Context: an optimization exercise on an open-source flow, tuned for small area, a short achievable clock period and few clock cycles. The choices shown serve that exercise and are no tape-out recipe. Where RTL was checked, it was by simulation tests only, not by an equivalence proof against the original. Function not checked in runs 1 to 4: the RTL went through the layout flow alone. Power and IR drop assume default switching activity.

`design/flow/run.sh`:
```
#!/bin/bash
# synth_recipe.tcl (not shown) runs the flow's synth.tcl, then flattens the netlist and writes it again
# the make line also repeats each setting of config.mk as NAME=value (left out here)
make -C /OpenROAD-flow-scripts/flow DESIGN_CONFIG=/design/flow/config.mk WORK_HOME=/design/flow/orfs CLKGATE_MAP_FILE= SYNTH_SCRIPT=/design/flow/synth_recipe.tcl finish
```
`design/flow/config.mk`:
```
export PLATFORM = sky130hd
export DESIGN_NAME = prc
export DESIGN_NICKNAME = prc
export VERILOG_FILES = /design/flow/design.v
export SDC_FILE = /design/flow/constraint.sdc
export NUM_CORES = 4
export LEC_CHECK = 0
export CAP_MARGIN = 20
export CORE_MARGIN = 2
export CORE_UTILIZATION = 40
export PLACE_DENSITY = 0.6
export SLEW_MARGIN = 20
```
`design/flow/constraint.sdc`:
```
create_clock -name core_clock -period 12.0 [get_ports {clk}]
set_input_delay 2.4000 -clock core_clock [delete_from_list [all_inputs] [get_ports {clk}]]
set_output_delay 2.4000 -clock core_clock [all_outputs]
set_load 0.01 [all_outputs]
```
`design/flow/design.v`:
```
module prc_div (
    input  wire        b,
    input  wire [6:0]  r_in,       
    input  wire [6:0]  x_r,        
    input  wire [15:0] q_in,       
    input  wire [10:0] x_a,        
    output wire [6:0]  r_out,
    output wire [17:0] q_out
);
    wire [8:0] t  = {r_in, 1'b0} + (b ? {2'd0, x_r} : 9'd0);
    wire       k2 = (t >= 9'd250);
    wire       k1 = (t >= 9'd125) && !k2;
    wire [8:0] tr = t - (k2 ? 9'd250 : k1 ? 9'd125 : 9'd0);
    assign r_out = tr[6:0];
    assign q_out = {1'b0, q_in, 1'b0} + (b ? {7'd0, x_a} : 18'd0) + {16'd0, k2, k1};
endmodule
module prc (
    input  wire        clk,
    input  wire        rst,             
    input  wire        op_valid,
    input  wire [31:0] op_word,
    output wire        op_ready,
    output reg         resp_valid,
    output reg  [3:0]  resp_code,
    output reg  [15:0] resp_data,
    output reg         ev_pot_write,    
    output reg         ev_gen_freq,     
    output reg         ev_gen_on,       
    output reg         ev_gen_off,      
    output reg         ev_adc_restart,  
    output reg         ev_announce,     
    output wire        out_en,
    output wire [7:0]  pot_pos,
    output wire [15:0] gen_freq
);
    localparam [15:0] DEF_FREQ = 16'd28000;
    localparam [29:0] M_STEP   = 30'd15625;                
    localparam [29:0] M_MAX    = 30'd1023984375;           
    reg [15:0] cfg_freq;
    reg [12:0] cfg_power;
    reg        cfg_runmode;
    reg [15:0] cfg_runticks;
    reg        cfg_ctlmode;
    reg [1:0]  in1_action, in2_action;
    reg        in1_announce, in2_announce;
    reg [15:0] st_freq;
    reg [9:0]  st_duty;
    reg [15:0] st_cur;
    reg [15:0] st_pwr;
    reg [6:0]  st_pos;
    reg [15:0] st_countdown;
    reg        st_en;
    reg        st_estop;
    reg [31:0] pwm_on, pwm_per;
    reg        on_sat, per_sat;
    reg [32:0] pwm_m;           
    reg [6:0]  pwm_ml;          
    reg [1:0]  pwm_phase;
    reg [15:0] cap_t;           
    reg [15:0] cap_low;         
    reg [15:0] pe_d;            
    reg        pe_s2, pe_s3;    
    reg [31:0] adc_sum;
    reg        adc_sat;
    reg [1:0]  adc_ext;         
    reg [15:0] adc_cnt;
    reg        busy;
    reg [5:0]  tcnt;
    reg        m_f, m_a, m_h, m_d, m_pa, m_c, m_pp, m_l, q_d;
    reg        f_ovf, no_pwm, no_adc, p_ovf;
    reg [6:0]  p_r;
    assign op_ready = !busy;
    assign out_en   = st_en;
    assign pot_pos  = {1'b0, st_pos};
    assign gen_freq = cfg_freq;
    wire [7:0]  w_op  = op_word[31:24];
    wire [15:0] w_imm = op_word[15:0];
    wire [1:0]  w_id  = op_word[21:20];
    wire        w_b16 = op_word[16];
    wire        id_ok = w_id[0] ^ w_id[1];
    wire        z2317 = (op_word[23:17] == 7'd0);
    wire        z1916 = (op_word[19:16] == 4'd0);
    wire        zimm  = (w_imm == 16'd0);
    wire        z2322 = (op_word[23:22] == 2'd0);
    wire acc = op_valid && !busy;
    wire op_setfreq = acc && (w_op == 8'h01) && z2317 && !w_b16;
    wire op_setpwr  = acc && (w_op == 8'h02) && z2317 && !w_b16;
    wire op_setrun  = acc && (w_op == 8'h03) && z2317;
    wire op_setctl  = acc && (w_op == 8'h04) && z2317 && zimm;
    wire op_setbind = acc && (w_op == 8'h05) && z2322 && !op_word[19] && zimm && id_ok;
    wire op_turnon  = acc && (w_op == 8'h06) && z2317 && !w_b16 && zimm;
    wire op_turnoff = acc && (w_op == 8'h07) && z2317 && !w_b16 && zimm;
    wire op_setestop= acc && (w_op == 8'h08) && z2317 && zimm;
    wire op_setpos  = acc && (w_op == 8'h09) && z2317 && !w_b16;
    wire op_readreg = acc && (w_op == 8'h0A) && (op_word[23:20] == 4'd0) && zimm;
    wire op_tick    = acc && (w_op == 8'h10) && z2317 && !w_b16 && zimm;
    wire op_pwmedge = acc && (w_op == 8'h20) && z2317;
    wire op_adcdone = acc && (w_op == 8'h30) && z2317 && !w_b16 && (op_word[15:10] == 6'd0);
    wire op_inedge  = acc && (w_op == 8'h40) && z2322 && (op_word[19:17] == 3'd0) && zimm && id_ok;
    wire op_good = op_setfreq | op_setpwr | op_setrun | op_setctl | op_setbind |
                   op_turnon | op_turnoff | op_setestop | op_setpos | op_readreg |
                   op_pwmedge | op_adcdone | op_inedge;
    wire setfreq_rng = (w_imm < 16'd20000) || (w_imm > 16'd40000);
    wire setpwr_rng  = (w_imm > 16'd5000);
    wire setrun_rng  = w_b16 && zimm;
    wire err_res   = acc && !op_good && !op_tick;
    wire err_estop = op_turnon && st_estop;
    wire err_rng   = (op_setfreq && setfreq_rng) || (op_setpwr && setpwr_rng) ||
                     (op_setrun && setrun_rng);
    reg [15:0] rd_data;
    always @* begin
        case (op_word[19:16])
            4'h0: rd_data = cfg_freq;
            4'h1: rd_data = {3'd0, cfg_power};
            4'h2: rd_data = cfg_runticks;
            4'h3: rd_data = {14'd0, cfg_ctlmode, cfg_runmode};
            4'h4: rd_data = {9'd0, in2_announce, in2_action, 1'b0, in1_announce, in1_action};
            4'h5: rd_data = st_freq;
            4'h6: rd_data = {6'd0, st_duty};
            4'h7: rd_data = st_cur;
            4'h8: rd_data = st_pwr;
            4'h9: rd_data = {9'd0, st_pos};
            4'hA: rd_data = st_countdown;
            4'hB: rd_data = {14'd0, st_estop, st_en};
            default: rd_data = 16'd0;
        endcase
    end
    wire [1:0] ie_action   = w_id[0] ? in1_action   : in2_action;
    wire       ie_announce = w_id[0] ? in1_announce : in2_announce;
    wire ie_on  = op_inedge && w_b16 && !st_en && !st_estop &&
                  ((ie_action == 2'd1) || (ie_action == 2'd2));
    wire ie_off = op_inedge && (((ie_action == 2'd1) && !w_b16) ||
                                ((ie_action == 2'd2) && w_b16 && st_en) ||
                                ((ie_action == 2'd3) && w_b16));
    wire ie_estop = op_inedge && (ie_action == 2'd3) && w_b16;
    wire turn_on  = (op_turnon && !st_estop && !st_en) || ie_on;
    wire turn_off = op_turnoff || (op_setestop && w_b16) || ie_off;
    wire pe_fall  = op_pwmedge && (pwm_phase == 2'd0) && !w_b16;
    wire pe_rise1 = op_pwmedge && (pwm_phase == 2'd1) && w_b16;
    wire pe_rise2 = op_pwmedge && pwm_phase[1] && w_b16;
    wire [15:0] pe_diff   = w_imm - cap_t;                  
    wire [16:0] pe_on     = {1'b0, pe_d} - {1'b0, cap_low};
    wire [15:0] pe_ontime = pe_on[16] ? 16'd0 : pe_on[15:0];
    wire [32:0] pe_sum    = {1'b0, pe_s2 ? pwm_per : pwm_on} + {17'd0, pe_d};
    wire [29:0] pe_m      = {pwm_m[22:0], pwm_ml};
    wire [29:0] pe_m_next = (pe_m == M_MAX) ? M_MAX : pe_m + M_STEP;
    wire [32:0] ad_sum = {1'b0, adc_sum} + {23'd0, op_word[9:0]};
    wire [5:0]  tn     = tcnt + 6'd1;
    wire [31:0] per_v  = pwm_per | {32{per_sat}};
    wire [31:0] on_v   = pwm_on  | {32{on_sat}};
    wire        h_c   = (tcnt != 6'd18);                  
    wire        sgn   = pwm_m[32];
    wire [33:0] sa_a  = m_h ? {2'b0, pwm_m[31:0]} : {pwm_m, pwm_ml[6]};
    wire [33:0] sa_b  = m_h ? (h_c ? {2'b0, on_v} : 34'd0) :
                        sgn ? {2'b0, per_v} : ~{2'b0, per_v};
    wire [33:0] sa_s  = sa_a + sa_b + {33'd0, !m_h && !sgn};
    wire        sa_q  = !sa_s[32];
    wire [16:0] av_sh = {adc_ext, adc_sum[31:17]};
    wire [17:0] av_s  = {1'b0, av_sh} - {2'b0, adc_cnt};
    wire        av_q  = !av_s[17];
    wire [15:0] av_r  = av_q ? av_s[15:0] : av_sh[15:0];
    wire [6:0]  on_r;
    wire [17:0] on_q;
    prc_div u_on (
        .b     (q_d),
        .r_in  (p_r),
        .x_r   (m_pp ? adc_sum[6:0] : 7'd3),
        .q_in  (st_pwr),
        .x_a   (m_pp ? adc_cnt[10:0] : 11'd0),
        .r_out (on_r),
        .q_out (on_q)
    );
    wire [16:0] avg      = adc_sum[16:0];
    wire        cur_zero = no_adc || (avg <= 17'd512);
    wire        cur_sat  = adc_sum[17] || (avg >= 17'd66048);
    wire [16:0] avg_m    = avg - 17'd512;
    wire        r_lo     = (p_r < 7'd36);
    wire [15:0] cur_v    = cur_zero ? 16'd0 : cur_sat ? 16'hFFFF : avg_m[15:0];
    wire [10:0] cur_a    = cur_zero ? 11'd0 : cur_sat ? 11'd1572 :
                           (st_pwr[10:0] - (r_lo ? 11'd13 : 11'd12));
    wire [6:0]  cur_r    = cur_zero ? 7'd0 : cur_sat ? 7'd105 :
                           (r_lo ? p_r + 7'd89 : p_r - 7'd36);
    wire [9:0]  duty_f  = no_pwm ? 10'd0 : st_duty;
    wire [15:0] pwr_f   = no_pwm ? 16'd0 : p_ovf ? 16'hFFFF : st_pwr;
    wire        pwr_gt  = (pwr_f > {3'd0, cfg_power});
    wire        pwr_lt  = (pwr_f < {3'd0, cfg_power});
    wire        reg_dn  = st_en && !cfg_ctlmode && pwr_gt && (duty_f != 10'd0) && (st_pos != 7'd0);
    wire        reg_up  = st_en && !cfg_ctlmode && pwr_lt && (duty_f <= 10'd900) && (st_pos != 7'd100);
    wire [15:0] cd_next = (st_countdown == 16'd0) ? 16'd0 : st_countdown - 16'd1;
    wire        cd_run  = st_en && cfg_runmode;
    wire        cd_end  = cd_run && (cd_next == 16'd0);
    always @(posedge clk) begin
        if (rst) begin
            cfg_freq     <= DEF_FREQ;
            cfg_power    <= 13'd0;
            cfg_runmode  <= 1'b0;
            cfg_runticks <= 16'd1;
            cfg_ctlmode  <= 1'b0;
            in1_action   <= 2'd0;
            in2_action   <= 2'd0;
            in1_announce <= 1'b0;
            in2_announce <= 1'b0;
            st_freq      <= 16'd0;
            st_duty      <= 10'd0;
            st_cur       <= 16'd0;
            st_pwr       <= 16'd0;
            st_pos       <= 7'd0;
            st_countdown <= 16'd0;
            st_en        <= 1'b0;
            st_estop     <= 1'b1;
            pwm_on       <= 32'd0;
            pwm_per      <= 32'd0;
            on_sat       <= 1'b0;
            per_sat      <= 1'b0;
            pwm_m        <= 33'd0;
            pwm_ml       <= 7'd0;
            pwm_phase    <= 2'd0;
            pe_s2        <= 1'b0;
            pe_s3        <= 1'b0;
            adc_sum      <= 32'd0;
            adc_sat      <= 1'b0;
            adc_ext      <= 2'd0;
            adc_cnt      <= 16'd0;
            busy         <= 1'b0;
            m_f <= 1'b0; m_a <= 1'b0; m_h <= 1'b0; m_d <= 1'b0;
            m_pa <= 1'b0; m_c <= 1'b0; m_pp <= 1'b0; m_l <= 1'b0;
            resp_valid   <= 1'b0;
        end else begin
            resp_valid     <= acc && !op_tick;
            resp_code      <= {2'd0, err_estop || err_rng, err_estop || err_res};
            resp_data      <= op_readreg ? rd_data : 16'd0;
            ev_pot_write   <= op_setpos;
            ev_gen_freq    <= op_setfreq && !setfreq_rng;
            ev_gen_on      <= turn_on;
            ev_gen_off     <= turn_off;
            ev_adc_restart <= op_adcdone;
            ev_announce    <= op_inedge && ie_announce;
            if (op_setfreq && !setfreq_rng) cfg_freq <= w_imm;
            if (op_setpwr && !setpwr_rng)   cfg_power <= w_imm[12:0];
            if (op_setrun && !setrun_rng) begin
                cfg_runmode <= w_b16;
                if (w_b16) cfg_runticks <= w_imm;
            end
            if (op_setctl) cfg_ctlmode <= w_b16;
            if (op_setbind && w_id[0]) begin
                in1_action   <= op_word[17:16];
                in1_announce <= op_word[18];
            end
            if (op_setbind && w_id[1]) begin
                in2_action   <= op_word[17:16];
                in2_announce <= op_word[18];
            end
            if (op_setestop) st_estop <= w_b16;
            if (ie_estop)    st_estop <= 1'b1;
            if (turn_on) begin
                st_en <= 1'b1;
                if (cfg_runmode) st_countdown <= cfg_runticks;
            end
            if (turn_off) begin
                st_en        <= 1'b0;
                st_countdown <= 16'd0;
            end
            if (op_setpos)
                st_pos <= (w_imm > 16'd100) ? 7'd100 : w_imm[6:0];
            if (pe_fall) begin
                cap_t     <= w_imm;
                pwm_phase <= 2'd1;
            end
            if (pe_rise1) begin
                cap_low   <= pe_diff;
                cap_t     <= w_imm;
                pwm_phase <= 2'd2;
            end
            pe_s2 <= pe_rise2;
            pe_s3 <= pe_s2;
            if (pe_rise2) begin
                pe_d      <= pe_diff;
                pwm_phase <= 2'd0;
                {pwm_m[22:0], pwm_ml} <= pe_m_next;
            end
            if (pe_s2) begin
                pwm_per <= pe_sum[31:0];
                if (pe_sum[32]) per_sat <= 1'b1;
                pe_d    <= pe_ontime;
            end
            if (pe_s3) begin
                pwm_on  <= pe_sum[31:0];
                if (pe_sum[32]) on_sat <= 1'b1;
            end
            if (op_adcdone) begin
                adc_sum <= ad_sum[31:0];
                if (ad_sum[32]) adc_sat <= 1'b1;
                adc_cnt <= (adc_cnt == 16'hFFFF) ? 16'hFFFF : adc_cnt + 16'd1;
            end
            if (op_tick) begin
                busy   <= 1'b1;
                tcnt   <= 6'd0;
                m_f <= 1'b1; m_a <= 1'b1; m_h <= 1'b0; m_d <= 1'b0;
                m_pa <= 1'b0; m_c <= 1'b0; m_pp <= 1'b0; m_l <= 1'b0;
                no_adc <= (adc_cnt == 16'd0);
                if (adc_sat) adc_sum <= 32'hFFFFFFFF;
                st_pwr <= 16'd0;
                p_r    <= 7'd0;
            end
            if (busy) begin
                tcnt <= tn;
                m_f  <= (tn <= 6'd16);
                m_a  <= (tn <= 6'd17);
                m_h  <= (tn >= 6'd17) && (tn <= 6'd23);
                m_d  <= (tn >= 6'd24) && (tn <= 6'd33);
                m_pa <= (tn >= 6'd1) && (tn <= 6'd18);
                m_c  <= (tn == 6'd19);
                m_pp <= (tn >= 6'd25) && (tn <= 6'd34);
                m_l  <= (tn == 6'd35);
                q_d  <= m_a ? av_q : sa_q;
            end
            if (m_f) begin
                pwm_m  <= (tcnt == 6'd16) ? 33'd0 : sa_s[32:0];
                pwm_ml <= {pwm_ml[5:0], 1'b0};
                if (tcnt == 6'd0) begin
                    f_ovf  <= sa_q;
                    no_pwm <= (pe_m == 30'd0) || ((pwm_per == 32'd0) && !per_sat);
                end else begin
                    st_freq <= {st_freq[14:0], sa_q};
                end
            end
            if (m_h) begin
                pwm_m  <= {1'b0, sa_s[32:1]};
                pwm_ml <= {sa_s[0], pwm_ml[6:1]};
            end
            if (m_d) begin
                pwm_m   <= sa_s[32:0];
                pwm_ml  <= {pwm_ml[5:0], 1'b0};
                st_duty <= {st_duty[8:0], sa_q};
            end
            if (m_a) begin
                {adc_ext, adc_sum[31:18]} <= av_r;
                adc_sum[17:0] <= {adc_sum[16:0], av_q};
            end
            if (m_pa) begin
                st_pwr <= on_q[15:0];
                p_r    <= on_r;
            end
            if (m_c) begin
                st_cur        <= cur_v;
                adc_cnt[10:0] <= cur_a;
                adc_sum[6:0]  <= cur_r;
                st_pwr        <= 16'd0;
                p_r           <= 7'd0;
                p_ovf         <= 1'b0;
            end
            if (m_pp) begin
                st_pwr <= on_q[15:0];
                p_r    <= on_r;
                if (on_q[17:16] != 2'd0) p_ovf <= 1'b1;
            end
            if (m_l) begin
                busy    <= 1'b0;
                m_l     <= 1'b0;
                st_freq <= no_pwm ? 16'd0 : f_ovf ? 16'hFFFF : st_freq;
                st_duty <= duty_f;
                st_pwr  <= pwr_f;
                pwm_on  <= 32'd0;
                pwm_per <= 32'd0;
                on_sat  <= 1'b0;
                per_sat <= 1'b0;
                pwm_m   <= 33'd0;
                pwm_ml  <= 7'd0;
                adc_sum <= 32'd0;
                adc_sat <= 1'b0;
                adc_ext <= 2'd0;
                adc_cnt <= 16'd0;
                if (reg_dn) st_pos <= st_pos - 7'd1;
                if (reg_up) st_pos <= st_pos + 7'd1;
                if (cd_run) st_countdown <= cd_next;
                if (cd_end) st_en <= 1'b0;
                resp_valid   <= 1'b1;
                ev_pot_write <= reg_dn || reg_up;
                ev_gen_off   <= cd_end;
            end
        end
    end
endmodule
```
==> metrics.yaml, run 1 <==
setup_viol: 0
crit_required_ns: 12.48
grt_max_degree: 76
hp-class: "register to register"
coreArea_um2: 71100
crit_top_cell: "a21oi_1"
r2r_cells: 24
start_kind: "register"
status: "complete, no violations"
overflow: 0
slowest_stage: "dfxtp_1"
vias_per_cell: 5.89
gp_congestion: 0.976
synth-edff-count: 90
syn_inst: 3519
n_antenna_cell: 0
ys_warn_count: 1
min_period_ns: 5.96
end_kind: "register"
timing.fmax_mhz: 168
clock_skew_ns: 0.0440
cts_tree: "done"
clk_latency_ns: 0.64
synthFlopType: "dfxtp_1"
layout_commonest_cell: "nor2_1"
synth.avg_cell_area_um2: 8.12
finalNetCount: 3701
path_delay_family: "compound AO/OA/AOI/OAI gates"
worst-slew-pin-transition_ns: 0.979
crit_path_start: "m_pp"
path_clk_slew_ns: 0.06
hold_viol_final: 0
grt_pass1_wl_um: 145000
synth-seq-area-share: 0.310
crit_cells: 24
slowest_delay_ns: 0.81
whs_path_depth: 2
drt_wl_total_um: 92700
drtIter0Drc: 2291
maxCapViolations: 0
slew_headroom: 0.346
vias: 26353
drc: 0
cts_buffers: 49
cts_hold_buf: 0
port-buffer-count: 84
rows: 98
ant_nets: 0
synthDistinctLibCells: 101
worstPathBufferInverterCount: 2
clock_path_buffers: 3
synth_area_um2: 28600
die_area_um2: 73600
start_util: 0.402
cts_resized: 0
crit_type: "register to register"
dr.pass1.iters: 8
rsz0062_at_grt: "no"
die_y_um: 271
path_max_fanout: 22
r2r-start: "m_pp"
antenna_found_initial: 0
cts_htree_levels: 2
layout_common_cells: "nor2_1, dfxtp_1, a21oi_1, nand2_1, ha_1"
period_share: 0.496
async_flop_share: 0
cp.arrival_ns: 6.43
postCtsSetupRepairBufs: 0
max-vdd-ir-drop_uv: 105
synthToLayoutAreaGrowth_pct: 11.5
worstPathCellList: "nand3_1 -> inv_1 -> ha_1 -> a21o_1 -> a21oi_1 -> o21bai_1 -> a21oi_1 -> xnor2_1 -> nand4_1 -> a21oi_1 -> a21oi_1 -> fa_1 -> inv_1 -> ha_1 -> fa_1 -> a21oi_1 -> o21bai_1 -> a211oi_1 -> o21ai_0 -> a311oi_1 -> nor3b_1 -> xor2_1 -> a221oi_1 -> nor2_1"
drive_gt1_frac: 0.0684
cts_root_buf: "clkbuf_16"
place_hpwl_um: 66400
grtUsageTotal: 0.245
die_w_um: 271
fin_tns_setup_ns: 0
p_total_mw: 3.07
hp-start: "st_cur[8]"
boundaryPins: 88
wl_per_cell_um: 20.7
grt_pass1_vias: 24856
ys_ff_latch: 397
clkSinkCount: 397
report.final.slew_viol_count: 0
p_leak_nw: 12.5
power_density_nw_per_um2: 96.4
## registers in the layout, summed over array words and instances (netlist names), 7 cells and up
name	count
adc_cnt	16
adc_sum	32
cap_low	16
cap_t	16
cfg_freq	16
cfg_power	13
cfg_runticks	16
p_r	7
pe_d	16
pwm_m	33
pwm_ml	7
pwm_on	32
pwm_per	32
resp_data	16
st_countdown	16
st_cur	16
st_duty	10
st_freq	16
st_pos	7
st_pwr	16
## power breakdown
group	total [mW]	internal (mW)	leakage (nW)	switching, mW
clock	1.58	0.918	0.836	0.662
combinational	0.121	0.0399	8.37	0.0811
sequential	1.37	1.37	3.32	0.00245
total	3.07	2.33	12.5	0.745
## worst min-delay path, cell delays in order, from the launching register on
cell and delay, ns:
dfxtp_1 0.32, nand2_1 0.06, a21oi_1 0.05
## stage by stage
| stage | hold WS, ns | worst slack, ns | cell area (um2) | cells | utilization |
|---|---|---|---|---|---|
| after global placement | 0.468 | 5.62 | 30100 | 4382 | 0.424 |
| after detailed placement | 0.470 | 5.55 | 30100 | 4382 | 0.424 |
| final | 0.483 | 6.04 | 31900 | 4474 | 0.448 |
| after floorplan | 0.432 | 6.56 | 28600 | 3521 | - |
| after global routing | 0.495 | 5.49 | 31900 | 4474 | 0.448 |
| after CTS | 0.484 | 6.04 | 31800 | 4474 | 0.448 |
## cells in the mapped netlist (46+ instances only)
cell type,count,area [um2]
nand2_1,244,916
inv_1,159,597
edfxtp_1,90,2700
mux2i_1,109,1090
nand3_1,84,420
a221oi_1,48,420
xnor2_1,148,1300
a21o_1,50,375
nor2_1,468,1760
o21ai_0,160,801
mux2_2,54,608
clkbuf_1,183,687
ha_1,172,2150
a21oi_1,257,1290
dfxtp_1,307,6150
a31oi_1,50,313
nand2b_1,46,288
xor2_1,95,832
nor3_1,96,480
o22ai_1,49,307
## routing by layer
layer,vias up,track usage,part of all wire
li1,12694,-,-
met1,12564,0.326,0.44
met2,892,0.407,0.46
met3,203,0.0269,0.061
met4,0,0.0959,0.040
met5,-,0,0
## final cells by class
type,count,area [um2]
fill,7165,39300
multi-input combinational,2747,18300
sequential,397,8860
clock buffer,64,1400
tap,950,1190
timing repair buffer,128,1170
inverter,160,601
clock inverter,28,320
## final timing paths
check / slack (ns) / to
worst max-delay path: 6.04 / st_pwr[13]
worst min-delay path: 0.48 / st_cur[8]
worst max register to register: 6.04 / st_pwr[13]
worst min register to register: 0.48 / st_cur[8]
## cells by family (layout without fill, tap and decap cells)
group           count (synthesis)  after routing  share of synthesized area
fa+ha+maj                     183            183                     0.0830
compound gates                928            928                      0.216
flops                         397            397                      0.310
simple gates                 1226           1226                      0.205
mux                           164            164                     0.0602
buf+inv                       377            380                     0.0510
xor+xnor                      243            243                     0.0745
other cells                     1              3                   0.000131
==> run 2, diff against run 1 <==
--- a/design/flow/design.v
+++ b/design/flow/design.v
@@ -9,8 +9,17 @@
 );
-    wire [8:0] t  = {r_in, 1'b0} + (b ? {2'd0, x_r} : 9'd0);
-    wire       k2 = (t >= 9'd250);
-    wire       k1 = (t >= 9'd125) && !k2;
-    wire [8:0] tr = t - (k2 ? 9'd250 : k1 ? 9'd125 : 9'd0);
+    wire [8:0]  t  = {r_in, 1'b0} + (b ? {2'd0, x_r} : 9'd0);
+    wire        k2 = (t >= 9'd250);
+    wire        k1 = (t >= 9'd125) && !k2;
+    wire [8:0]  tr = t - (k2 ? 9'd250 : k1 ? 9'd125 : 9'd0);
     assign r_out = tr[6:0];
-    assign q_out = {1'b0, q_in, 1'b0} + (b ? {7'd0, x_a} : 18'd0) + {16'd0, k2, k1};
+    wire [17:0] p  = {1'b0, q_in, 1'b0} + (b ? {7'd0, x_a} : 18'd0);
+    wire        x1 = k2 | (p[0] & k1);
+    reg  [17:0] c;
+    integer i;
+    always @* begin
+        c[0] = 1'b0;
+        for (i = 1; i < 18; i = i + 1)
+            c[i] = x1 & ((p[17:1] | ~({17{1'b1}} >> (18 - i))) == {17{1'b1}});
+    end
+    assign q_out = {p[17:1] ^ c[17:1], p[0] ^ k1};
 endmodule
@@ -71,3 +80,5 @@
     reg [6:0]  p_r;
-    assign op_ready = !busy;
+    reg        ir_valid, ir_tick;
+    reg [31:0] ir_word;
+    assign op_ready = !busy && !(ir_valid && ir_tick);
     assign out_en   = st_en;
@@ -75,12 +86,12 @@
     assign gen_freq = cfg_freq;
-    wire [7:0]  w_op  = op_word[31:24];
-    wire [15:0] w_imm = op_word[15:0];
-    wire [1:0]  w_id  = op_word[21:20];
-    wire        w_b16 = op_word[16];
+    wire [7:0]  w_op  = ir_word[31:24];
+    wire [15:0] w_imm = ir_word[15:0];
+    wire [1:0]  w_id  = ir_word[21:20];
+    wire        w_b16 = ir_word[16];
     wire        id_ok = w_id[0] ^ w_id[1];
-    wire        z2317 = (op_word[23:17] == 7'd0);
-    wire        z1916 = (op_word[19:16] == 4'd0);
+    wire        z2317 = (ir_word[23:17] == 7'd0);
+    wire        z1916 = (ir_word[19:16] == 4'd0);
     wire        zimm  = (w_imm == 16'd0);
-    wire        z2322 = (op_word[23:22] == 2'd0);
-    wire acc = op_valid && !busy;
+    wire        z2322 = (ir_word[23:22] == 2'd0);
+    wire acc = ir_valid;
     wire op_setfreq = acc && (w_op == 8'h01) && z2317 && !w_b16;
@@ -89,3 +100,3 @@
     wire op_setctl  = acc && (w_op == 8'h04) && z2317 && zimm;
-    wire op_setbind = acc && (w_op == 8'h05) && z2322 && !op_word[19] && zimm && id_ok;
+    wire op_setbind = acc && (w_op == 8'h05) && z2322 && !ir_word[19] && zimm && id_ok;
     wire op_turnon  = acc && (w_op == 8'h06) && z2317 && !w_b16 && zimm;
@@ -94,7 +105,7 @@
     wire op_setpos  = acc && (w_op == 8'h09) && z2317 && !w_b16;
-    wire op_readreg = acc && (w_op == 8'h0A) && (op_word[23:20] == 4'd0) && zimm;
+    wire op_readreg = acc && (w_op == 8'h0A) && (ir_word[23:20] == 4'd0) && zimm;
     wire op_tick    = acc && (w_op == 8'h10) && z2317 && !w_b16 && zimm;
     wire op_pwmedge = acc && (w_op == 8'h20) && z2317;
-    wire op_adcdone = acc && (w_op == 8'h30) && z2317 && !w_b16 && (op_word[15:10] == 6'd0);
-    wire op_inedge  = acc && (w_op == 8'h40) && z2322 && (op_word[19:17] == 3'd0) && zimm && id_ok;
+    wire op_adcdone = acc && (w_op == 8'h30) && z2317 && !w_b16 && (ir_word[15:10] == 6'd0);
+    wire op_inedge  = acc && (w_op == 8'h40) && z2322 && (ir_word[19:17] == 3'd0) && zimm && id_ok;
     wire op_good = op_setfreq | op_setpwr | op_setrun | op_setctl | op_setbind |
@@ -111,3 +122,3 @@
     always @* begin
-        case (op_word[19:16])
+        case (ir_word[19:16])
             4'h0: rd_data = cfg_freq;
@@ -146,3 +157,3 @@
     wire [29:0] pe_m_next = (pe_m == M_MAX) ? M_MAX : pe_m + M_STEP;
-    wire [32:0] ad_sum = {1'b0, adc_sum} + {23'd0, op_word[9:0]};
+    wire [32:0] ad_sum = {1'b0, adc_sum} + {23'd0, ir_word[9:0]};
     wire [5:0]  tn     = tcnt + 6'd1;
@@ -192,3 +203,6 @@
     always @(posedge clk) begin
+        ir_word <= op_word;
+        ir_tick <= (op_word == 32'h10000000);
         if (rst) begin
+            ir_valid     <= 1'b0;
             cfg_freq     <= DEF_FREQ;
@@ -228,2 +242,3 @@
         end else begin
+            ir_valid       <= op_valid && op_ready;
             resp_valid     <= acc && !op_tick;
@@ -245,8 +260,8 @@
             if (op_setbind && w_id[0]) begin
-                in1_action   <= op_word[17:16];
-                in1_announce <= op_word[18];
+                in1_action   <= ir_word[17:16];
+                in1_announce <= ir_word[18];
             end
             if (op_setbind && w_id[1]) begin
-                in2_action   <= op_word[17:16];
-                in2_announce <= op_word[18];
+                in2_action   <= ir_word[17:16];
+                in2_announce <= ir_word[18];
             end
==> run 2 against run 1 <==
Effect of this change: register-to-register slack gained 1.4 ns; sequential share of layout area is 1.4 points higher; worst hold slack worse by 0.020 ns; area after synthesis is 2.3% higher; clock-buffer cell count rose by 3.
==> metrics.yaml, run 2 <==
layout_commonest_cell: "nor2_1"
layout_common_cells: "nor2_1, dfxtp_1, nand2_1, a21oi_1, o21ai_0"
slowest_stage: "dfxtp_1"
clock_power_share: 0.498
slew_headroom: 0.278
synth.most_common_cell: "nor2_1"
regArea_um2: 9540
boundaryPins: 88
p_leak_nw: 12.3
clock_skew_ns: 0.0510
start_util: 0.402
slowest_delay_ns: 0.78
power_frac_comb: 0.038
clkSinkCount: 431
cts_buffers: 51
die_w_um: 274
ys_top_cells_by_count: "nor2_1, dfxtp_1, nand2_1"
gp_congestion: 0.921
path_clk_slew_ns: 0.07
min_period_ns: 4.57
clk_latency_ns: 0.63
grtUsageTotal: 0.238
timing.fmax_mhz: 219
worstPathBufferInverterCount: 2
path_delay_family: "simple AND/OR/NAND/NOR gates"
drc: 0
internal_power_mw: 2.45
synth-edff-count: 90
ant_nets: 0
die_y_um: 274
route.met3.wl_um: 5550
drtIter0Drc: 2392
crit_required_ns: 12.48
cts_root_buf: "clkbuf_16"
largest_reg_flops: 33
antenna_found_initial: 1
end_kind: "register"
synthDistinctLibCells: 92
hold_viol_final: 0
fin_tns_setup_ns: 0
yosysTopAreaCell: "dfxtp_1"
grt_pass1_vias: 25086
setup_viol: 0
vias: 26951
synth_area_leaders: "dfxtp_1, edfxtp_1, ha_1, nor2_1, a21oi_1"
die_area_um2: 75300
drive_gt1_frac: 0.0684
synth_area_um2: 29300
finalNetCount: 3806
clock_path_buffers: 3
maxCapViolations: 0
cts_tree: "done"
synthFlopType: "dfxtp_1"
num-fill-cells: 7153
power_density_nw_per_um2: 98.9
period_share: 0.381
max-vdd-ir-drop_uv: 105
synthToLayoutAreaGrowth_pct: 11.7
worst-slew-pin-transition_ns: 1.08
switching_share: 0.243
rsz0062_at_grt: "no"
p_seq_frac: 0.464
top_register: "pwm_m"
cp.arrival_ns: 5.05
grt_pass1_wl_um: 144000
start_kind: "register"
ys_ff_latch: 431
grt_max_degree: 84
postCtsSetupRepairBufs: 0
place_hpwl_um: 65700
overflow: 0
cts_htree_levels: 2
report.final.slew_viol_count: 0
crit_type: "register to register"
utilization: 0.449
routed.top_layer: "met4"
rows: 99
synth.top_cell.area_share: 0.233
cts_resized: 0
cts_hold_buf: 0
met2WireLength_um: 41700
syn_inst: 3618
vias_per_cell: 5.86
n_antenna_cell: 0
ys_warn_count: 2
async_flop_share: 0
drt_wl_total_um: 91400
p_sw_uw: 784
synth-seq-area-share: 0.326
status: "complete, no violations"
port-buffer-count: 84
wl_per_cell_um: 19.9
path_max_fanout: 22
synth.avg_cell_area_um2: 8.08
multi_input_comb_area_um2: 18400
dr.pass1.iters: 10
wl_met1_um: 40400
hp-class: "register to register"
worstPathCellList: "a21boi_0 -> ha_1 -> inv_1 -> fa_1 -> nor2b_1 -> o31a_1 -> or4b_1 -> nand3_1 -> a21oi_1 -> nand2_1 -> and2_1 -> ha_1 -> inv_1 -> a211oi_2 -> and4_1 -> nand3_1 -> nor3_1 -> a31o_2"
coreArea_um2: 72700
[run 2: cell count changes after synthesis, sizes merged, moves of 16 or more]
cell | previous run | this run
a21oi | 257 | 280
a22oi | 37 | 21
a31oi | 50 | 34
dfxtp | 307 | 341
nand2 | 246 | 290
nor2 | 473 | 456
o21ai | 165 | 213
[run 2: cells by family (layout without fill, tap and decap cells)]
logic type | Yosys count | after routing | synth area share
AOI/OAI and AO/OA | 947 | 947 | 0.209
xor gates and xnor gates | 227 | 227 | 0.0680
adders and majority gates | 173 | 173 | 0.0762
buffers and inverters | 365 | 386 | 0.0480
DFF | 431 | 431 | 0.326
muxes | 162 | 162 | 0.0583
other | 1 | 3 | 0.000128
and+or+nand+nor | 1312 | 1312 | 0.215
[run 2: power groups by stage]
stage	Clock, mW	Sequential, mW	Combinational, mW
after floorplan	0	1.53	0.0687
after global placement	0	1.53	0.119
after detailed placement	0	1.53	0.120
after CTS	1.63	1.50	0.121
after global routing	1.68	1.50	0.131
final	1.61	1.50	0.121
[run 2: routing by layer]
layer | track usage | up-vias
met5 | 0 | -
met4 | 0.0957 | 0
met3 | 0.0294 | 173
met2 | 0.392 | 879
met1 | 0.316 | 12764
li1 | - | 13135
[run 2: layout make-up]
type                       instances  share of cell area
clock inverter                    28             0.00927
clock buffer                      67              0.0438
timing repair buffer             134              0.0374
sequential                       431               0.292
tap                              959              0.0367
multi-input combinational       2824               0.563
inverter                         157              0.0180
[run 2: through the flow]
stage | hold WS, ns | setup WS, ns | instance area [um2] | cells | total power, mW
2_1_floorplan | 0.432 | 7.12 | 29300 | 3620 | 1.60
3_3_place_gp | 0.456 | 6.97 | 30900 | 4503 | 1.65
3_5_place_dp | 0.460 | 6.94 | 30900 | 4503 | 1.65
4_1_cts | 0.446 | 6.95 | 32600 | 4598 | 3.26
5_1_grt | 0.491 | 6.93 | 32700 | 4600 | 3.32
6_report | 0.463 | 7.43 | 32700 | 4600 | 3.23
[run 2: final timing paths]
check,start,endpoint,slack (ns),cells past startpoint
setup / recovery,m_pp,p_ovf,7.43,18
hold / removal,cfg_runticks[8],st_countdown[8],0.46,2
setup reg to reg,m_pp,p_ovf,7.43,18
hold reg to reg,cfg_runticks[8],st_countdown[8],0.46,2
[run 2: tightest hold or removal path, stage by stage (launching register included)]
cell and delay [ns]:
dfxtp_1 0.33, nand2_1 0.06, nand2_1 0.05
==> run 3, diff against run 2 <==
--- a/design/flow/config.mk
+++ b/design/flow/config.mk
@@ -7,6 +7,6 @@
 export LEC_CHECK = 0
-export CAP_MARGIN = 20
+export CAP_MARGIN = 50
 export CORE_MARGIN = 2
-export CORE_UTILIZATION = 40
-export PLACE_DENSITY = 0.6
-export SLEW_MARGIN = 20
+export CORE_UTILIZATION = 60
+export PLACE_DENSITY = 0.8
+export SLEW_MARGIN = 50
==> run 3 against run 2 <==
Effect of this change: still clean; clock skew down 0.019 ns; synthesized cell count unchanged; core utilization up 22 points; global-route usage up 9.2 points; first-iteration DRC count up 39%; sequential power about the same; sequential share of layout area up 0.37 points; final area down 1.2%; worst hold slack better by 0.0071 ns; largest power group unchanged; highest routed layer unchanged.
==> metrics.yaml, run 3 <==
status: "complete, no violations"
worstPathCellList: "nor3_1 -> nand3_1 -> nand2_1 -> buf_4 -> o22ai_1 -> fa_1 -> inv_1 -> fa_1 -> nand2b_1 -> a21oi_1 -> o311a_1 -> o2111ai_1 -> nand4b_1 -> a31o_2 -> a21oi_1 -> xnor2_1 -> o21a_1"
maxCapViolations: 0
dr.pass1.iters: 8
ant_nets: 0
synth_top_family_by_area: "simple AND/OR/NAND/NOR gates"
rows: 80
setup_viol: 0
max-vdd-ir-drop_uv: 126
setup_ws_ns: 7.34
report.final.slew_viol_count: 0
power_density_nw_per_um2: 100
end_kind: "register"
synth-seq-area-share: 0.326
die_w_um: 225
wl_per_cell_um: 20.1
p_leak_nw: 12.2
synth_area_leaders: "dfxtp_1, edfxtp_1, ha_1, nor2_1, a21oi_1"
yosys.area_share.simple: 0.215
synth.most_common_cell: "nor2_1"
cp.arrival_ns: 5.02
cts_tree: "done"
fin_tns_setup_ns: 0
routed.top_layer: "met4"
start_kind: "register"
multi_input_comb_area_um2: 18500
clock_skew_ns: 0.0321
clk_latency_ns: 0.61
path_clk_slew_ns: 0.06
vias: 27516
path_max_fanout: 32
internal_power_mw: 2.48
synth.top_cell.area_share: 0.233
postCtsSetupRepairBufs: 0
met2WireLength_um: 37600
die_area_um2: 50500
timing.fmax_mhz: 215
ys_ff_latch: 431
synth_xor_area_frac: 0.0680
synth-edff-count: 90
slew_headroom: 0.417
cts_resized: 0
finalNetCount: 3795
cts_htree_levels: 2
hold_slack_ns: 0.470
slowest_stage: "edfxtp_1"
hp-class: "register to register"
overflow: 0
gp_congestion: 0.950
p_total_mw: 3.23
layout_common_cells: "nor2_1, dfxtp_1, nand2_1, a21oi_1, o21ai_0"
drive_gt1_frac: 0.0714
cts_hold_buf: 0
synth_area_um2: 29300
die_y_um: 225
period_share: 0.388
grtUsageTotal: 0.330
boundaryPins: 88
ys_top_cells_by_count: "nor2_1, dfxtp_1, nand2_1"
route.met3.wl_um: 7240
switching_share: 0.232
regArea_um2: 9540
drtIter0Drc: 3336
port-buffer-count: 84
synthFlopType: "dfxtp_1"
clock_path_buffers: 3
drt_wl_total_um: 85500
top_register: "pwm_m"
place_hpwl_um: 60300
place_ws_ns: 7.29
num-fill-cells: 3971
cts_buffers: 49
min_period_ns: 4.66
ys_warn_count: 2
grt_max_degree: 77
crit_type: "register to register"
grt_pass1_wl_um: 136000
start_util: 0.610
worst-slew-pin-transition_ns: 0.853
crit_required_ns: 12.37
synthMuxAreaShare: 0.0583
synth.avg_cell_area_um2: 8.08
rsz0062_at_grt: "no"
largest_reg_flops: 33
drc: 0
vias_per_cell: 6.48
clock_power_share: 0.498
wl_met1_um: 36900
yosysTopAreaCell: "dfxtp_1"
slowest_delay_ns: 0.48
syn_inst: 3618
grt_pass1_vias: 24966
hold_viol_final: 0
layout_commonest_cell: "nor2_1"
power_frac_comb: 0.035
clkSinkCount: 431
p_sw_uw: 748
async_flop_share: 0
synth-compound-area-share: 0.209
synthDistinctLibCells: 92
synthToLayoutAreaGrowth_pct: 10.4
antenna_found_initial: 0
cts_root_buf: "clkbuf_16"
coreArea_um2: 47900
synthAdderAreaFrac: 0.0762
p_seq_frac: 0.467
## run 3: cell counts after synthesis
No cell type changed its count.
## run 3: worst paths after layout
path / startpoint / end / slack, ns / cells after the start
worst max-delay path: tcnt[2] / q_d / 7.34 / 17
worst min-delay path: pwm_m[28] / pwm_m[28] / 0.47 / 2
worst max register to register: tcnt[2] / q_d / 7.34 / 17
worst min register to register: pwm_m[28] / pwm_m[28] / 0.47 / 2
## run 3: metal layers
layer	track usage	vias to the layer above
met5	0	-
met4	0.137	0
met3	0.0417	236
met2	0.521	1336
met1	0.458	12826
li1	-	13118
## run 3: worst max-delay path, delay by kind of cell (launching register included)
kind / cells / cell delay, ns
compound gates: 7 / 1.73
buf+inv: 2 / 0.40
simple gates: 5 / 0.91
flops: 1 / 0.48
xor+xnor: 1 / 0.28
fa+ha+maj: 2 / 0.62
## run 3: cell type report
| cell class | instances | share of cell area |
|---|---|---|
| well taps | 615 | 0.0238 |
| clock inverters | 25 | 0.00837 |
| flip-flops and latches | 431 | 0.296 |
| diodes | 1 | 0.0000775 |
| inverters | 157 | 0.0183 |
| repair buffers | 125 | 0.0358 |
| multi-input cells | 2824 | 0.573 |
| clock buffers | 67 | 0.0455 |
## run 3: cell families after synthesis
kind of cell,after synthesis
multiplexers,162
adder cells (fa/ha/maj),173
buffers and inverters,365
XOR/XNOR,227
AO/OA/AOI/OAI,947
other,1
flip-flops,431
AND/OR/NAND/NOR,1312
## run 3: power groups by stage
stage	logic [mW]	clock network [mW]	registers, mW
floorplan	0.0687	0	1.53
global placement	0.109	0	1.54
detailed placement	0.111	0	1.54
CTS	0.112	1.61	1.51
global route	0.122	1.67	1.51
finish	0.114	1.61	1.51
## run 3: through the flow
stage	utilization	instances	area, um2
after detailed placement	0.636	4152	30500
after global placement	0.634	4150	30400
final	0.673	4245	32300
after floorplan	-	3620	29300
after CTS	0.672	4244	32200
after global routing	0.673	4244	32300
==> run 4, diff against run 3 <==
--- a/design/flow/design.v
+++ b/design/flow/design.v
@@ -80,5 +80,11 @@
     reg [6:0]  p_r;
-    reg        ir_valid, ir_tick;
-    reg [31:0] ir_word;
-    assign op_ready = !busy && !(ir_valid && ir_tick);
+    localparam [3:0] C_SETFREQ = 4'd1, C_SETPWR = 4'd2, C_SETRUN = 4'd3, C_SETCTL = 4'd4,
+                     C_SETBIND = 4'd5, C_TURNON = 4'd6, C_TURNOFF = 4'd7, C_SETESTOP = 4'd8,
+                     C_SETPOS = 4'd9, C_READREG = 4'd10, C_TICK = 4'd11, C_PWMEDGE = 4'd12,
+                     C_ADCDONE = 4'd13, C_INEDGE = 4'd14;
+    reg        ir_valid;
+    reg [3:0]  ir_code;
+    reg [5:0]  ir_f;            
+    reg [15:0] ir_imm;          
+    assign op_ready = !busy && !(ir_valid && (ir_code == C_TICK));
     assign out_en   = st_en;
@@ -86,29 +92,50 @@
     assign gen_freq = cfg_freq;
-    wire [7:0]  w_op  = ir_word[31:24];
-    wire [15:0] w_imm = ir_word[15:0];
-    wire [1:0]  w_id  = ir_word[21:20];
-    wire        w_b16 = ir_word[16];
-    wire        id_ok = w_id[0] ^ w_id[1];
-    wire        z2317 = (ir_word[23:17] == 7'd0);
-    wire        z1916 = (ir_word[19:16] == 4'd0);
+    wire [7:0]  i_op  = op_word[31:24];
+    wire        i_b16 = op_word[16];
+    wire        i_idok = op_word[20] ^ op_word[21];
+    wire        i_z2317 = (op_word[23:17] == 7'd0);
+    wire        i_z2322 = (op_word[23:22] == 2'd0);
+    wire        i_zimm  = (op_word[15:0] == 16'd0);
+    reg  [3:0]  i_code;
+    always @* begin
+        i_code = 4'd0;
+        case (i_op)
+            8'h01: if (i_z2317 && !i_b16) i_code = C_SETFREQ;
+            8'h02: if (i_z2317 && !i_b16) i_code = C_SETPWR;
+            8'h03: if (i_z2317) i_code = C_SETRUN;
+            8'h04: if (i_z2317 && i_zimm) i_code = C_SETCTL;
+            8'h05: if (i_z2322 && !op_word[19] && i_zimm && i_idok) i_code = C_SETBIND;
+            8'h06: if (i_z2317 && !i_b16 && i_zimm) i_code = C_TURNON;
+            8'h07: if (i_z2317 && !i_b16 && i_zimm) i_code = C_TURNOFF;
+            8'h08: if (i_z2317 && i_zimm) i_code = C_SETESTOP;
+            8'h09: if (i_z2317 && !i_b16) i_code = C_SETPOS;
+            8'h0A: if (op_word[23:20] == 4'd0 && i_zimm) i_code = C_READREG;
+            8'h10: if (i_z2317 && !i_b16 && i_zimm) i_code = C_TICK;
+            8'h20: if (i_z2317) i_code = C_PWMEDGE;
+            8'h30: if (i_z2317 && !i_b16 && op_word[15:10] == 6'd0) i_code = C_ADCDONE;
+            8'h40: if (i_z2322 && op_word[19:17] == 3'd0 && i_zimm && i_idok) i_code = C_INEDGE;
+            default: ;
+        endcase
+    end
+    wire [15:0] w_imm = ir_imm;
+    wire [1:0]  w_id  = ir_f[5:4];
+    wire        w_b16 = ir_f[0];
     wire        zimm  = (w_imm == 16'd0);
-    wire        z2322 = (ir_word[23:22] == 2'd0);
+    wire        ir_adc = (ir_code == C_ADCDONE);
     wire acc = ir_valid;
-    wire op_setfreq = acc && (w_op == 8'h01) && z2317 && !w_b16;
-    wire op_setpwr  = acc && (w_op == 8'h02) && z2317 && !w_b16;
-    wire op_setrun  = acc && (w_op == 8'h03) && z2317;
-    wire op_setctl  = acc && (w_op == 8'h04) && z2317 && zimm;
-    wire op_setbind = acc && (w_op == 8'h05) && z2322 && !ir_word[19] && zimm && id_ok;
-    wire op_turnon  = acc && (w_op == 8'h06) && z2317 && !w_b16 && zimm;
-    wire op_turnoff = acc && (w_op == 8'h07) && z2317 && !w_b16 && zimm;
-    wire op_setestop= acc && (w_op == 8'h08) && z2317 && zimm;
-    wire op_setpos  = acc && (w_op == 8'h09) && z2317 && !w_b16;
-    wire op_readreg = acc && (w_op == 8'h0A) && (ir_word[23:20] == 4'd0) && zimm;
-    wire op_tick    = acc && (w_op == 8'h10) && z2317 && !w_b16 && zimm;
-    wire op_pwmedge = acc && (w_op == 8'h20) && z2317;
-    wire op_adcdone = acc && (w_op == 8'h30) && z2317 && !w_b16 && (ir_word[15:10] == 6'd0);
-    wire op_inedge  = acc && (w_op == 8'h40) && z2322 && (ir_word[19:17] == 3'd0) && zimm && id_ok;
-    wire op_good = op_setfreq | op_setpwr | op_setrun | op_setctl | op_setbind |
-                   op_turnon | op_turnoff | op_setestop | op_setpos | op_readreg |
-                   op_pwmedge | op_adcdone | op_inedge;
+    wire op_setfreq = acc && (ir_code == C_SETFREQ);
+    wire op_setpwr  = acc && (ir_code == C_SETPWR);
+    wire op_setrun  = acc && (ir_code == C_SETRUN);
+    wire op_setctl  = acc && (ir_code == C_SETCTL);
+    wire op_setbind = acc && (ir_code == C_SETBIND);
+    wire op_turnon  = acc && (ir_code == C_TURNON);
+    wire op_turnoff = acc && (ir_code == C_TURNOFF);
+    wire op_setestop= acc && (ir_code == C_SETESTOP);
+    wire op_setpos  = acc && (ir_code == C_SETPOS);
+    wire op_readreg = acc && (ir_code == C_READREG);
+    wire op_tick    = acc && (ir_code == C_TICK);
+    wire op_pwmedge = acc && (ir_code == C_PWMEDGE);
+    wire op_adcdone = acc && (ir_code == C_ADCDONE);
+    wire op_inedge  = acc && (ir_code == C_INEDGE);
+    wire op_good    = acc && (ir_code != 4'd0);
     wire setfreq_rng = (w_imm < 16'd20000) || (w_imm > 16'd40000);
@@ -116,3 +143,3 @@
     wire setrun_rng  = w_b16 && zimm;
-    wire err_res   = acc && !op_good && !op_tick;
+    wire err_res   = acc && (ir_code == 4'd0);
     wire err_estop = op_turnon && st_estop;
@@ -122,3 +149,3 @@
     always @* begin
-        case (ir_word[19:16])
+        case (ir_f[3:0])
             4'h0: rd_data = cfg_freq;
@@ -151,9 +178,10 @@
     wire pe_rise2 = op_pwmedge && pwm_phase[1] && w_b16;
-    wire [15:0] pe_diff   = w_imm - cap_t;                  
-    wire [16:0] pe_on     = {1'b0, pe_d} - {1'b0, cap_low};
-    wire [15:0] pe_ontime = pe_on[16] ? 16'd0 : pe_on[15:0];
+    wire [16:0] pe_sub    = (pe_s2 ? {1'b0, pe_d} : {1'b0, w_imm}) -
+                            (pe_s2 ? {1'b0, cap_low} : {1'b0, cap_t});
+    wire [15:0] pe_diff   = pe_sub[15:0];                   
+    wire [15:0] pe_ontime = pe_sub[16] ? 16'd0 : pe_sub[15:0];
     wire [32:0] pe_sum    = {1'b0, pe_s2 ? pwm_per : pwm_on} + {17'd0, pe_d};
     wire [29:0] pe_m      = {pwm_m[22:0], pwm_ml};
-    wire [29:0] pe_m_next = (pe_m == M_MAX) ? M_MAX : pe_m + M_STEP;
-    wire [32:0] ad_sum = {1'b0, adc_sum} + {23'd0, ir_word[9:0]};
+    wire        pe_m_max  = (pe_m == M_MAX);
+    wire [7:0]  pe_ml_s   = {1'b0, pwm_ml} + 8'd9;
     wire [5:0]  tn     = tcnt + 6'd1;
@@ -163,6 +191,9 @@
     wire        sgn   = pwm_m[32];
-    wire [33:0] sa_a  = m_h ? {2'b0, pwm_m[31:0]} : {pwm_m, pwm_ml[6]};
-    wire [33:0] sa_b  = m_h ? (h_c ? {2'b0, on_v} : 34'd0) :
+    wire        m_div = m_f || m_d;
+    wire [33:0] sa_a  = m_div ? {pwm_m, pwm_ml[6]} :
+                        (ir_adc && !busy) ? {2'b0, adc_sum} : {2'b0, pwm_m[31:0]};
+    wire [33:0] sa_b  = !busy ? (ir_adc ? {24'd0, ir_imm[9:0]} : {27'd0, 7'd122}) :
+                        m_h ? (h_c ? {2'b0, on_v} : 34'd0) :
                         sgn ? {2'b0, per_v} : ~{2'b0, per_v};
-    wire [33:0] sa_s  = sa_a + sa_b + {33'd0, !m_h && !sgn};
+    wire [33:0] sa_s  = sa_a + sa_b + {33'd0, busy ? (m_div && !sgn) : (!ir_adc && pe_ml_s[7])};
     wire        sa_q  = !sa_s[32];
@@ -203,4 +234,5 @@
     always @(posedge clk) begin
-        ir_word <= op_word;
-        ir_tick <= (op_word == 32'h10000000);
+        ir_code <= i_code;
+        ir_f    <= op_word[21:16];
+        ir_imm  <= op_word[15:0];
         if (rst) begin
@@ -260,8 +292,8 @@
             if (op_setbind && w_id[0]) begin
-                in1_action   <= ir_word[17:16];
-                in1_announce <= ir_word[18];
+                in1_action   <= ir_f[1:0];
+                in1_announce <= ir_f[2];
             end
             if (op_setbind && w_id[1]) begin
-                in2_action   <= ir_word[17:16];
-                in2_announce <= ir_word[18];
+                in2_action   <= ir_f[1:0];
+                in2_announce <= ir_f[2];
             end
@@ -293,3 +325,6 @@
                 pwm_phase <= 2'd0;
-                {pwm_m[22:0], pwm_ml} <= pe_m_next;
+                if (!pe_m_max) begin
+                    pwm_m[22:0] <= sa_s[22:0];
+                    pwm_ml      <= pe_ml_s[6:0];
+                end
             end
@@ -305,4 +340,4 @@
             if (op_adcdone) begin
-                adc_sum <= ad_sum[31:0];
-                if (ad_sum[32]) adc_sat <= 1'b1;
+                adc_sum <= sa_s[31:0];
+                if (sa_s[32]) adc_sat <= 1'b1;
                 adc_cnt <= (adc_cnt == 16'hFFFF) ? 16'hFFFF : adc_cnt + 16'd1;
--- a/design/flow/config.mk
+++ b/design/flow/config.mk
@@ -7,6 +7,6 @@
 export LEC_CHECK = 0
-export CAP_MARGIN = 50
+export CAP_MARGIN = 20
 export CORE_MARGIN = 2
-export CORE_UTILIZATION = 60
-export PLACE_DENSITY = 0.8
-export SLEW_MARGIN = 50
+export CORE_UTILIZATION = 40
+export PLACE_DENSITY = 0.6
+export SLEW_MARGIN = 20
==> run 4 against run 3 <==
Effect of this change: worst hold slack improved by 0.0064 ns; synthesized cell count shrank 1.0%; clock skew rose by 0.0016 ns; sequential cell count fell by 7; register-to-register slack got worse by 1.1 ns; routed wire length increased by 9.4%; total power grew 0.40%; critical endpoint is now st_freq[0]; largest cell class unchanged; highest routed layer unchanged.
==> metrics.yaml, run 4 <==
gp_congestion: 0.904
grt_max_degree: 79
r2r_cells: 18
slowest_delay_ns: 0.72
die_area_um2: 73300
worst-slew-pin-transition_ns: 1.09
r2r-start: "tcnt[2]"
async_flop_share: 0
clkSinkCount: 424
hp-class: "register to register"
crit_required_ns: 12.51
largest_reg_flops: 33
drtIter0Drc: 2634
synth_area_um2: 28500
start_kind: "register"
layout_commonest_cell: "nor2_1"
min_period_ns: 5.78
hold_viol_final: 0
wl_per_cell_um: 20.7
die_y_um: 271
clock_path_buffers: 3
drc: 0
yosysTopAreaCell: "dfxtp_1"
synth.most_common_cell: "nor2_1"
top_register: "pwm_m"
syn_inst: 3581
dpl_cell_area_um2: 30000
slew_headroom: 0.272
multi_input_comb_area_um2: 17700
numPlacedInstances: 4421
dr.pass1.iters: 6
ys_warn_count: 2
synthFlopType: "dfxtp_1"
synthDistinctLibCells: 97
finalNetCount: 3715
setup_viol: 0
p_total_mw: 3.24
cts_resized: 0
synth_area_leaders: "dfxtp_1, edfxtp_1, ha_1, nor2_1, nand2_1"
setup_ws_ns: 6.22
cts_buffers: 52
die_w_um: 271
r2r_setup_slack_ns: 6.22
overflow: 0
boundaryPins: 88
synth.avg_cell_area_um2: 7.94
synth-seq-area-share: 0.330
cts_hold_buf: 0
num-fill-cells: 6956
slowest_stage: "nand3_1"
fin_tns_setup_ns: 0
cp.arrival_ns: 6.29
timing.fmax_mhz: 173
max-vdd-ir-drop_uv: 111
path_max_fanout: 27
vias_per_cell: 5.94
ys_top_cells_by_count: "nor2_1, nand2_1, dfxtp_1"
vias: 26840
path_clk_slew_ns: 0.06
power_density_nw_per_um2: 102
synth-edff-count: 90
port-buffer-count: 84
postCtsSetupRepairBufs: 0
place_hpwl_um: 67400
place_ws_ns: 6.29
worstPathCellList: "nor3_1 -> nand3_1 -> o211ai_1 -> o21ai_0 -> a22oi_1 -> fa_1 -> inv_1 -> fa_1 -> a21oi_1 -> o2111ai_1 -> o31ai_1 -> o31ai_1 -> a21oi_1 -> a31oi_1 -> a211o_1 -> xnor2_1 -> nor2_1 -> o221a_2"
coreArea_um2: 70300
grt_pass1_wl_um: 145000
rr_endpoint: "st_freq[0]"
drt_wl_total_um: 93500
crit_path_start: "tcnt[2]"
regArea_um2: 9390
n_antenna_cell: 0
hold_slack_ns: 0.476
status: "complete, no violations"
layout_common_cells: "nor2_1, nand2_1, dfxtp_1, a21oi_1, o21ai_0"
cts_htree_levels: 2
cts_tree: "done"
whs_path_depth: 2
rsz0062_at_grt: "no"
drive_gt1_frac: 0.0634
utilization: 0.452
stdcell_area_um2: 31800
crit_type: "register to register"
rows: 97
grt_pass1_vias: 24509
cts_root_buf: "clkbuf_16"
maxCapViolations: 0
antenna_found_initial: 0
synth.top_cell.area_share: 0.235
p_leak_nw: 12.0
clk_latency_ns: 0.62
clock_skew_ns: 0.0338
ys_ff_latch: 424
grtUsageTotal: 0.246
instances_no_fill: 4519
ant_nets: 0
report.final.slew_viol_count: 0
start_util: 0.405
period_share: 0.481
end_kind: "register"
setup.worst_path.end: "st_freq[0]"
synthToLayoutAreaGrowth_pct: 11.7
-- run 4: area by class of cell --
class | instances | share of cell area
clock buffer | 70 | 0.0459
clock inverter | 28 | 0.0106
inverter | 138 | 0.0163
multi-input combinational | 2788 | 0.557
sequential | 424 | 0.296
tap | 940 | 0.0370
timing repair buffer | 131 | 0.0375
-- run 4: layer usage --
layer  part of all wire  GRT usage
met4              0.021     0.0606
met2               0.44      0.379
met5                  0          0
met1               0.48      0.366
met3              0.062     0.0241
-- run 4: how the worst min path moves through the flow --
stage / slack (ns) / from / endpoint
global placement: 0.45 / st_cur[0] / st_cur[0]
floorplan: 0.41 / ir_imm[10] / cap_t[10]
finish: 0.48 / st_cur[0] / st_cur[0]
detailed placement: 0.46 / st_cur[0] / st_cur[0]
global route: 0.49 / st_cur[0] / st_cur[0]
CTS: 0.47 / st_cur[0] / st_cur[0]
-- run 4: power by group --
part / internal [mW] / leakage [nW] / switching [mW]
registers: 1.46 / 3.54 / 0.0128
clock network: 0.971 / 0.869 / 0.681
logic: 0.0405 / 7.58 / 0.0730
total: 2.47 / 12.0 / 0.767
-- run 4: worst max-delay path, delay by kind of cell, from the launching register on --
kind                       cells  cell delay [ns]
AOI/OAI and AO/OA             11             2.55
and+or+nand+nor                3             1.30
xor gates and xnor gates       1             0.66
adders and majority gates      2             0.63
DFF                            1             0.47
buffers and inverters          1             0.06
-- run 4: kinds of logic (layout without fill, tap and decap cells) --
logic type                 count (synthesis)  in the layout  synth area share
DFF                                      424            424             0.330
adders and majority gates                146            146            0.0660
other                                      1              3          0.000132
xor gates and xnor gates                 164            164            0.0505
muxes                                    141            141            0.0511
AOI/OAI and AO/OA                        990            990             0.228
and+or+nand+nor                         1344           1344             0.224
buffers and inverters                    371            367            0.0506
==> run 5, diff against run 4 <==
--- a/design/flow/design.v
+++ b/design/flow/design.v
@@ -80,2 +80,4 @@
     reg [6:0]  p_r;
+    reg [6:0]  p_xr;            
+    reg [10:0] p_xa;            
     localparam [3:0] C_SETFREQ = 4'd1, C_SETPWR = 4'd2, C_SETRUN = 4'd3, C_SETCTL = 4'd4,
@@ -88,3 +90,3 @@
     reg [15:0] ir_imm;          
-    assign op_ready = !busy && !(ir_valid && (ir_code == C_TICK));
+    assign op_ready = (!busy || m_l) && !(ir_valid && (ir_code == C_TICK));
     assign out_en   = st_en;
@@ -208,5 +210,5 @@
         .r_in  (p_r),
-        .x_r   (m_pp ? adc_sum[6:0] : 7'd3),
+        .x_r   (p_xr),
         .q_in  (st_pwr),
-        .x_a   (m_pp ? adc_cnt[10:0] : 11'd0),
+        .x_a   (p_xa),
         .r_out (on_r),
@@ -353,2 +355,4 @@
                 p_r    <= 7'd0;
+                p_xr   <= 7'd3;
+                p_xa   <= 11'd0;
             end
@@ -395,4 +399,4 @@
                 st_cur        <= cur_v;
-                adc_cnt[10:0] <= cur_a;
-                adc_sum[6:0]  <= cur_r;
+                p_xa          <= cur_a;
+                p_xr          <= cur_r;
                 st_pwr        <= 16'd0;
==> run 5 against run 4 <==
Effect of this change: sequential share of layout area up 1.1 points; total power up 2.5%; global-route usage down 0.78 points; final area up 1.8%; maximum frequency up 10%; largest power group unchanged.
==> metrics.yaml, run 5 <==
synth.top_cell.area_share: 0.231
synthFlopType: "dfxtp_1"
vias: 26541
hp-class: "register to register"
wl_per_cell_um: 20.0
synth.most_common_cell: "nor2_1"
grt_pass1_wl_um: 142000
top_register: "pwm_m"
cts_buffers: 51
status: "complete, no violations"
grt_pass1_vias: 24652
worstPathCellList: "and3b_1 -> and2_1 -> a21oi_1 -> clkdlybuf4s50_1"
dr.pass1.iters: 8
start_kind: "register"
slowest_stage: "clkdlybuf4s50_1"
p_sw_uw: 756
crit_required_ns: 9.60
stdcell_area_um2: 32400
coreArea_um2: 71600
max-vdd-ir-drop_uv: 91.3
overflow: 0
switching_share: 0.228
port-buffer-count: 84
worstPathBufferInverterCount: 1
synth.avg_cell_area_um2: 8.11
finalNetCount: 3718
report.final.slew_viol_count: 0
syn_inst: 3575
vias_per_cell: 5.86
place_hpwl_um: 65100
n_antenna_cell: 0
regArea_um2: 9940
min_period_ns: 5.25
drive_gt1_frac: 0.0654
dpl_cell_area_um2: 30600
grt_max_degree: 77
clock_power_share: 0.502
ant_nets: 0
ys_top_cells_by_count: "nor2_1, nand2_1, dfxtp_1"
synth-edff-count: 108
end_kind: "primary output"
power_density_nw_per_um2: 103
synth_area_leaders: "dfxtp_1, edfxtp_1, nor2_1, ha_1, nand2_1"
p_leak_nw: 12.5
num-fill-cells: 7118
power_frac_comb: 0.031
cts_tree: "done"
layout_common_cells: "nor2_1, nand2_1, dfxtp_1, a21oi_1, o21ai_0"
synth-seq-area-share: 0.343
cts_root_buf: "clkbuf_16"
grtUsageTotal: 0.238
layout_commonest_cell: "nor2_1"
ys_warn_count: 2
synthDistinctLibCells: 96
synth_area_um2: 29000
hold_viol_final: 0
clock_skew_ns: 0.0350
rows: 98
p_seq_frac: 0.467
drt_wl_total_um: 90700
synthToLayoutAreaGrowth_pct: 11.7
path_clk_slew_ns: 0.06
die_w_um: 273
die_area_um2: 74600
drc: 0
cts_hold_buf: 0
maxCapViolations: 0
timing.fmax_mhz: 190
async_flop_share: 0
multi_input_comb_area_um2: 17800
clock_path_buffers: 3
antenna_found_initial: 0
path_delay_family: "buffers and inverters"
cts_resized: 0
ys_ff_latch: 442
postCtsSetupRepairBufs: 0
internal_power_mw: 2.57
setup_viol: 0
gp_congestion: 0.905
crit_type: "register to primary output"
cts_htree_levels: 2
worst-slew-pin-transition_ns: 1.34
die_y_um: 273
path_max_fanout: 7
hold_slack_ns: 0.479
drtIter0Drc: 2335
r2r_setup_slack_ns: 6.94
period_share: 0.438
start_util: 0.405
p_total_mw: 3.32
clk_latency_ns: 0.62
rsz0062_at_grt: "no"
boundaryPins: 88
cp.arrival_ns: 2.85
yosysTopAreaCell: "dfxtp_1"
slew_headroom: 0.105
largest_reg_flops: 33
fin_tns_setup_ns: 0
slowest_delay_ns: 0.66
clkSinkCount: 442
run 5: changes by cell type after synthesis, moves of 18 or more:
cell / previous run / this run
nand3_1: 116 / 69
nor2_1: 424 / 469
and3_1: 72 / 34
o21ai_0: 236 / 205
a22oi_1: 61 / 31
a221oi_1: 32 / 60
xor2_1: 65 / 93
mux2i_1: 107 / 126
edfxtp_1: 90 / 108
run 5: stage by stage:
stage                util  instances  setup slack [ns]
CTS                 0.452       4528              6.72
global placement    0.427       4434              7.08
floorplan               -       3577              7.17
finish              0.452       4529              6.75
global route        0.452       4529              6.51
detailed placement  0.427       4434              7.02
run 5: kinds of logic after synthesis:
| kind of cell | synth area share |
|---|---|
| other | 0.000129 |
| AOI/OAI and AO/OA | 0.222 |
| and+or+nand+nor | 0.210 |
| muxes | 0.0575 |
| adders and majority gates | 0.0644 |
| xor gates and xnor gates | 0.0568 |
| DFF | 0.343 |
| buffers and inverters | 0.0472 |
run 5: final cells by class:
| cell class | instances | share of cell area |
|---|---|---|
| multi-input cells | 2784 | 0.550 |
| well taps | 950 | 0.0367 |
| flip-flops and latches | 442 | 0.307 |
| clock buffers | 67 | 0.0444 |
| inverters | 130 | 0.0151 |
| repair buffers | 129 | 0.0366 |
| clock inverters | 27 | 0.0105 |
run 5: worst paths after layout:
kind | startpoint | to | cells after the start
worst max-delay path | ir_code[2] | op_ready | 4
worst min-delay path | st_cur[1] | st_cur[1] | 2
worst max register to register | pe_s2 | pwm_on[25] | 11
worst min register to register | st_cur[1] | st_cur[1] | 2
run 5: per-layer routing:
| metal | track usage | wire (um) | up-vias | share of wire |
|---|---|---|---|---|
| li1 | - | - | 12916 | - |
| met4 | 0.0673 | 2230 | 0 | 0.025 |
| met2 | 0.374 | 40400 | 899 | 0.44 |
| met3 | 0.0459 | 7000 | 137 | 0.077 |
| met1 | 0.331 | 41100 | 12589 | 0.45 |
| met5 | 0 | 0 | - | 0 |
run 5: worst reg2reg max path: stages (launching register included):
cell      delay, ns
dfxtp_4        0.94
buf_4          0.67
mux2_2         0.41
ha_1           0.36
and3_1         0.24
and3_1         0.19
nor3b_1        0.31
o211ai_1       0.36
a21oi_1        0.80
nand2_1        0.23
xnor2_1        0.19
o221a_2        0.26
run 5: power by group through the flow:
stage,logic (mW),registers [mW],clock network (mW)
2_1_floorplan,0.0631,1.57,0
3_3_place_gp,0.100,1.58,0
3_5_place_dp,0.101,1.58,0
4_1_cts,0.101,1.55,1.69
5_1_grt,0.112,1.55,1.76
6_report,0.102,1.55,1.67
Testbench counts of run 5, summed over its fixed seeds: cycles 57,204.

==> afterwards: timing with drivers on the ports <==
No port has a modelled driver above. Below, the same layouts with a new extraction and two added sets of constraints.
Step 1, drivers: a clkbuf_16 drives clk and a buf_2 each remaining input, both assumed.
Step 2, shift: input delay + t, output delay - t, t = (earliest + latest rising clock arrival at the registers) / 2. This alone moves slack from input paths to output paths.
Slacks: ideal / step 1 / step 2; pairs: ideal / step 1.
run	t, ns	slack for setup (ns)	worst setup path after step 2	clock arrival spread, ns	worst slew at a driven data input, ns
run 1	0.679	6.042 / 6.042 / 5.474	input to register	0.047 / 0.046	0.08
run 2	0.677	7.428 / 7.428 / 6.876	input to register	0.053 / 0.053	0.04
run 3	0.659	7.344 / 7.344 / 7.274	input to register	0.033 / 0.032	0.04
run 4	0.667	6.223 / 6.223 / 6.223	register to register	0.035 / 0.035	0.06
run 5	0.667	6.749 / 6.686 / 6.939	register to register	0.035 / 0.035	0.05
After both steps setup and hold are still met in every run listed. For run 1, which loses most, drivers alone change the setup slack by 0.000 ns; drivers and shift together by -0.568 ns.
